From an optimization exercise on the open Yosys and OpenROAD flow, aimed at small area; shortcuts taken in it are not production practice. Function was checked by simulation only, so behaviour that the tests miss may differ from the original. Power figures rest on the tool's default switching activity, not on a simulated workload.

## run A
==> flow/design.v (excerpt) <==
module k1fcb (
    input  wire        clk,
    input  wire        rst,
    input  wire        in_valid,
    input  wire [7:0]  in_byte,
    output wire        in_ready,
    output wire        ob_valid,
    output wire [7:0]  ob_byte,
    output wire        rsp_valid,
    output wire [7:0]  rsp_op,
    output wire [7:0]  rsp_status,
    output wire [15:0] rsp_acc,
    output wire [7:0]  rsp_out,
    output wire [3:0]  rsp_xpos,
    output wire [1:0]  rsp_sflags,
    output wire [6:0]  rsp_rxn,
    output wire [6:0]  rsp_consumed,
    output wire        rsp_has_start,
    output wire [6:0]  rsp_start,
    output wire        rsp_ovf,
    output wire [15:0] rsp_len,
    output wire [15:0] rsp_type,
    output wire [15:0] rsp_dlen,
    output wire [15:0] rsp_crc_rx,
    output wire [15:0] rsp_crc_calc,
    output wire        rsp_crc_ok,
    output wire        rsp_dlen_ok,
    output wire        rsp_runt,
    output wire [6:0]  rsp_passes
);
Size in the first run: roughly 1,600 cells after synthesis, roughly 620 flip-flops, ~19,000 um^2 of cells after synthesis.
export LEC_CHECK = 0
export CAP_MARGIN = 0
export CORE_MARGIN = 2
export CORE_UTILIZATION = 40
export CTS_CLUSTER_DIAMETER = 150
export CTS_CLUSTER_SIZE = 22
export PLACE_DENSITY = 0.6
export SLEW_MARGIN = 0
create_clock -name core_clock -period 11.0 [get_ports {clk}]
standard.sh (not shown) runs the stock make flow with config.mk's settings and CLKGATE_MAP_FILE= SYNTH_SCRIPT=/design/flow/synth_recipe.tcl, a recipe that flattens the netlist after the stock synthesis.
==> flow/flow/run.sh <==
#!/bin/bash
# Standard ORFS layout through the standard.sh, with two changes:
#  * technology mapping in synthesis uses an area-oriented ABC script
#    (flow/abc_map.script) in place of ORFS's abc_speed.script;
#  * every port still gets its own buffer, but buffer_ports uses the smallest buffer
#    (sky130_fd_sc_hd__buf_1) instead of the cell it picks by default.
# Everything else (the synthesis passes before and after ABC, flop mapping, floorplan,
# power grid, placement, CTS, routing) is ORFS's own.
set -euo pipefail
here=$(pwd)
rm -rf "$here/scripts"
cp -r "$FLOW_HOME/scripts" "$here/scripts"
cp "$here/flow/abc_map.script" "$here/scripts/abc_speed.script"
export SCRIPTS_DIR="$here/scripts"
export BUFFER_PORTS_ARGS="-buffer_cell sky130_fd_sc_hd__buf_1"
bash "$here/standard.sh" > "$here/orfs_make.log" 2>&1
==> flow/flow/abc_map.script <==
strash
dch -f
map -a
strash
dc2
dch -f
map -a
strash
&get -n
&st
&dch -f
&nf -R 1000 -p
&put
Run A | stages: all done | timing, DRC, antenna: all pass
diff inputs: run A => run B
Settings: a change of CORE_UTILIZATION from 40 to 60; a change of SLEW_MARGIN from 0 to 20; a change of CTS_CLUSTER_SIZE from 22 to 25; a change of PLACE_DENSITY from 0.6 to 0.75; a change of CAP_MARGIN from 0 to 20.
==> notes.md <==
- Looking at via count of the first global-routing pass, run B sits 2.2% above run A.
- Summary: with run A as the reference, final area in run B moved down by a few percent.
- Multi-input combinational cell count: run B vs run A identical
- Compared with run A, run B shows a higher final routed wirelength across all metal layers.
- Final worst-path setup slack: run B < run A
- Comparing run B with run A, the data-path buffer share of cell area in the final layout came out essentially unchanged.
- Cell depth of the worst setup path of run B is on par with run A.
- Compared with run A, run B shows a higher minimum period implied by the final worst setup slack.
- Comparing run A against run B, there is no change at all in simple-gate area share of the yosys netlist.
What run C does differently from run B at the input level:
Settings: PLACE_DENSITY: 0.75 -> 0.6; CTS_CLUSTER_SIZE: 25 -> 20; CORE_UTILIZATION: 60 -> 40.
### Flow results
- In the reports for run B and run C, the smaller final cell area excluding filler cells belongs to run B.
- Via count, run B and run C, higher one = run B.
- Summary: with run B as the reference, total length of routed wires in run C moved down slightly.
- Run C against run B; peak clock frequency supported by timing is up slightly.
- Floorplan die height went up by more than 10% going from run B to run C.
Modified inputs, run D compared to run C
Settings: CTS_CLUSTER_DIAMETER changed from 150 to 100; CTS_CLUSTER_SIZE changed from 20 to 25.
Findings:
- Between run C and run D, the difference in portion of the layout cell area used by non-clock buffers is negligible.
- Cmp run C and run D / time the worst path needs with I/O delays and setup / lower: run D
- From run C to run D the numbers moved as follows: clock buffer instance count of the final layout went down, number of global-route vias before repair went down, cell area went down.
- Taking run C as the reference point, the clock buffer count from CTS of run D falls by about 22%.
Modified inputs, run E compared to run D
Settings: changing CTS_CLUSTER_SIZE from 25 to 35; changing CTS_CLUSTER_DIAMETER from 100 to 110.
--- outcome ---
| internal power of the cells | lower: run E |
Number of global-route vias before repair: run D and run E compared, lower one is run E
Comparing run D against run E, there is no change at all in flip-flop and latch count.
The met3 track utilization from global routing was comparable across run D and run E.
Compared with run D, in run E clock tree buffer count of the final layout decreased 29%, total chip power decreased 1.6%, worst setup slack increased 0.014 ns, power of the clock network decreased about 8%, post-route standard cell area excluding fillers decreased about 0.55%.
Setup changes, run E to run F
Settings: swapping 110 for 150 in CTS_CLUSTER_DIAMETER; swapping 35 for 25 in CTS_CLUSTER_SIZE.
[summary]
[compare] base=run E new=run F: insertion delay to the later sink of the worst-skew pair went up; core occupancy in the finished layout went up; part of the total power dissipated in the clock network went up; worst path setup slack after routing went up.

========
Starting RTL as in the previous note.
Settings: LEC_CHECK=0, CAP_MARGIN=20, CORE_MARGIN=2, CORE_UTILIZATION=40, CTS_CLUSTER_DIAMETER=120, CTS_CLUSTER_SIZE=30, PLACE_DENSITY=0.6, SLEW_MARGIN=20; clock period 11.0 ns.
Scripts as last shown in full above: flow/flow/run.sh, flow/flow/abc_map.script
The starting point passed the timing, design-rule and antenna checks.
Edit:
--- a/flow/config.mk
+++ b/flow/config.mk
@@ -9,6 +9,7 @@
 export CORE_MARGIN = 2
 export CORE_UTILIZATION = 40
-export CTS_CLUSTER_DIAMETER = 120
-export CTS_CLUSTER_SIZE = 30
+export CTS_BUF_LIST = sky130_fd_sc_hd__clkbuf_4 sky130_fd_sc_hd__clkbuf_8 sky130_fd_sc_hd__clkbuf_16
+export CTS_CLUSTER_DIAMETER = 150
+export CTS_CLUSTER_SIZE = 25
 export PLACE_DENSITY = 0.6
 export SLEW_MARGIN = 20
Effect: The new run finished clean. Worst setup slack improved by 12 ps. Global-route usage is about the same. Power is higher by 0.82%. Clock-buffer cell count is higher by 3. Die area does not change.
Edit:
--- a/flow/config.mk
+++ b/flow/config.mk
@@ -9,7 +9,7 @@
 export CORE_MARGIN = 2
 export CORE_UTILIZATION = 40
-export CTS_BUF_LIST = sky130_fd_sc_hd__clkbuf_4 sky130_fd_sc_hd__clkbuf_8 sky130_fd_sc_hd__clkbuf_16
-export CTS_CLUSTER_DIAMETER = 150
-export CTS_CLUSTER_SIZE = 25
+export CTS_BUF_LIST = sky130_fd_sc_hd__clkbuf_8
+export CTS_CLUSTER_DIAMETER = 100
+export CTS_CLUSTER_SIZE = 14
 export PLACE_DENSITY = 0.6
 export SLEW_MARGIN = 20
After rerunning:
- The changed run finished clean
- sequential share of layout area stays flat
- die area stays the same
- utilization hardly moves
- register-to-register slack got worse by 40 ps
- worst setup slack hardly moves

========
Another version of the RTL of k1fcb (not shown whole).
For scale: about 1700 cells after synthesis, about 640 flip-flops, about 21000 µm² of cells after synthesis.
clock: 11.0 ns
lec_check: 0
cap_margin: 20
core_margin: 2
core_utilization: 40
place_density: 0.6
slew_margin: 20
run.sh (not shown) runs the stock make flow with config.mk's settings and CLKGATE_MAP_FILE= SYNTH_SCRIPT=/design/flow/synth_recipe.tcl, a recipe that flattens the netlist after the stock synthesis.
Stock flow here: none of the scripts above is used.
Edit:
==> flow/flow/run.sh (new file) <==
#!/bin/bash
# Standard ORFS layout, except that the technology mapping in synthesis uses an
# area-oriented ABC script (flow/abc_map.script) in place of ORFS's abc_speed.script.
# Everything else (the synthesis passes before and after ABC, flop mapping, floorplan,
# power grid, placement, CTS, routing) is ORFS's own, run through the standard.sh.
set -euo pipefail
here=$(pwd)
rm -rf "$here/scripts"
cp -r "$FLOW_HOME/scripts" "$here/scripts"
cp "$here/flow/abc_map.script" "$here/scripts/abc_speed.script"
export SCRIPTS_DIR="$here/scripts"
bash "$here/standard.sh" > "$here/orfs_make.log" 2>&1
==> flow/flow/abc_map.script (new file) <==
&get -n
&st
&dch -f
&nf -R 1000 -p
&st
&if -g -K 6
&synch2
&nf -R 1000 -p
&st
&dc2
&dch -f
&nf -R 1000 -p
&st
&syn2
&dch -f
&nf -R 1000 -p
&put
==> flow/standard.sh (new file) <==
#!/bin/bash
# synth_recipe.tcl (not shown) runs the flow's synth.tcl, then flattens the netlist and writes it again
# the make line also repeats each setting of config.mk as NAME=value (left out here)
make -C /OpenROAD-flow-scripts/flow DESIGN_CONFIG=/design/flow/config.mk WORK_HOME=/design/flow/orfs CLKGATE_MAP_FILE= SYNTH_SCRIPT=/design/flow/synth_recipe.tcl "${@:-finish}"
- CTS_CLUSTER_DIAMETER: not set -> 80
- CTS_CLUSTER_SIZE: not set -> 30
removed: flow/run.sh
Area after synthesis is lower by 6.2%.
Cell area decreases by 8.4%.
Cell count fell by 7.5%.
Utilization decreases by 0.85 points.
Non-clock buffer count rises by 3.
Setup slack got worse by 200 ps.
Clock-buffer cell count goes down by 54.
Die area falls by 6.1%.

========
== old ==
k1fcb again, from the RTL that the note above started with.
Design k1fcb, start of the top module:
module k1fcb (
    input  wire        clk,
    input  wire        rst,
    input  wire        in_valid,
    input  wire [7:0]  in_byte,
    output wire        in_ready,
    output wire        ob_valid,
    output wire [7:0]  ob_byte,
    output wire        rsp_valid,
    output wire [7:0]  rsp_op,
    output wire [7:0]  rsp_status,
    output wire [15:0] rsp_acc,
    output wire [7:0]  rsp_out,
    output wire [3:0]  rsp_xpos,
    output wire [1:0]  rsp_sflags,
    output wire [6:0]  rsp_rxn,
    output wire [6:0]  rsp_consumed,
    output wire        rsp_has_start,
    output wire [6:0]  rsp_start,
    output wire        rsp_ovf,
    output wire [15:0] rsp_len,
    output wire [15:0] rsp_type,
    output wire [15:0] rsp_dlen,
    output wire [15:0] rsp_crc_rx,
    output wire [15:0] rsp_crc_calc,
    output wire        rsp_crc_ok,
    output wire        rsp_dlen_ok,
    output wire        rsp_runt,
    output wire [6:0]  rsp_passes
);
clock: 11.0 ns
lec_check: 0
cap_margin: 20
core_margin: 2
core_utilization: 40
cts_cluster_diameter: 150
cts_cluster_size: 25
place_density: 0.6
slew_margin: 20
Stock flow here: none of the scripts above is used.
old finished all stages; the layout is clean.
The inputs of new differ from those of old as listed below.
==> flow/flow/run.sh (new file) <==
#!/bin/bash
# Standard ORFS layout, except that the technology mapping in synthesis uses an
# area-oriented ABC script (flow/abc_map.script) in place of ORFS's abc_speed.script.
# Everything else (the synthesis passes before and after ABC, flop mapping, floorplan,
# power grid, placement, CTS, routing) is ORFS's own, run through the standard.sh.
set -euo pipefail
here=$(pwd)
rm -rf "$here/scripts"
cp -r "$FLOW_HOME/scripts" "$here/scripts"
cp "$here/flow/abc_map.script" "$here/scripts/abc_speed.script"
export SCRIPTS_DIR="$here/scripts"
bash "$here/standard.sh" > "$here/orfs_make.log" 2>&1
==> flow/flow/abc_map.script (new file) <==
&get -n
&st
&dch -f
&nf -R 1000 -p
&st
&if -g -K 6
&synch2
&nf -R 1000 -p
&st
&dc2
&dch -f
&nf -R 1000 -p
&st
&syn2
&dch -f
&nf -R 1000 -p
&put
==> flow/standard.sh (new file) <==
#!/bin/bash
# synth_recipe.tcl (not shown) runs the flow's synth.tcl, then flattens the netlist and writes it again
# the make line also repeats each setting of config.mk as NAME=value (left out here)
make -C /OpenROAD-flow-scripts/flow DESIGN_CONFIG=/design/flow/config.mk WORK_HOME=/design/flow/orfs CLKGATE_MAP_FILE= SYNTH_SCRIPT=/design/flow/synth_recipe.tcl "${@:-finish}"
removed: flow/run.sh
Results
- new: no failed stages, no open violations at the end
- When the final numbers for old and new were put side by side, the layout buffer count excluding clock buffers turned out to be smaller in old.
- Diff old -> new: total power rose 2.1%; switching share of power went up by 1.2 points; final design instance area without fill shrank by about 4%.
- Between old and new, the difference in hold slack is negligible.
- Sequential share of layout area: lower on old
- Taking old as the reference, in new global-route usage increased 0.72 points, power share of the clock group -0.8 points, routability-driven placement congestion ratio now sits at about the same level.

-- separate check: timing with driven ports --
No port has a modelled driver above. Below, the same layouts with a new extraction and two added sets of constraints. Step 1 sets driving cells, clkbuf_16 on the clock port and buf_2 on the other inputs (assumed; they add their load-dependent delay and slew). Step 2, shift: input delay + t, output delay - t, t = (earliest + latest rising clock arrival at the registers) / 2. This alone moves slack from input paths to output paths. Three values: ideal ports, drivers, drivers and shift; two values: the first two.
run | shift t [ns] | slack for setup (ns) | worst hold slack (ns) | clock arrival spread, ns | worst register clock-pin slew, ns
run A | 0.607 | 3.868 / 3.829 / 3.829 | 0.313 / 0.313 / 0.313 | 0.049 / 0.048 | 0.11 / 0.11
run B | 0.619 | 3.826 / 3.806 / 3.806 | 0.311 / 0.311 / 0.311 | 0.050 / 0.049 | 0.12 / 0.12
run C | 0.627 | 3.850 / 3.817 / 3.817 | 0.309 / 0.309 / 0.309 | 0.055 / 0.055 | 0.11 / 0.11
run D | 0.631 | 3.854 / 3.817 / 3.817 | 0.323 / 0.323 / 0.323 | 0.022 / 0.022 | 0.10 / 0.10
run E | 0.621 | 3.868 / 3.848 / 3.848 | 0.321 / 0.321 / 0.321 | 0.031 / 0.031 | 0.13 / 0.13
run F | 0.632 | 3.895 / 3.866 / 3.866 | 0.317 / 0.317 / 0.317 | 0.056 / 0.056 | 0.12 / 0.12
the first run of note 2 | 0.627 | 3.868 / 3.843 / 3.843 | 0.318 / 0.318 / 0.318 | 0.021 / 0.022 | 0.12 / 0.12
the second run of note 2 | 0.632 | 3.880 / 3.848 / 3.848 | 0.316 / 0.316 / 0.316 | 0.056 / 0.056 | 0.12 / 0.12
the third run of note 2 | 0.689 | 3.881 / 3.845 / 3.845 | 0.314 / 0.314 / 0.314 | 0.059 / 0.059 | 0.12 / 0.12
the first run of note 3 | 0.673 | 3.677 / 3.653 / 3.653 | 0.299 / 0.299 / 0.299 | 0.054 / 0.054 | 0.07 / 0.07
the second run of note 3 | 0.665 | 3.479 / 3.448 / 3.448 | 0.327 / 0.327 / 0.327 | 0.033 / 0.032 | 0.10 / 0.10
old | 0.666 | 3.686 / 3.660 / 3.660 | 0.315 / 0.315 / 0.315 | 0.056 / 0.056 | 0.12 / 0.12
new | 0.650 | 3.509 / 3.478 / 3.478 | 0.316 / 0.316 / 0.316 | 0.041 / 0.042 | 0.12 / 0.12
After both steps setup and hold are still met in every run listed. For run A, which loses most, drivers alone change the setup slack by -0.039 ns; drivers and shift together by -0.039 ns.
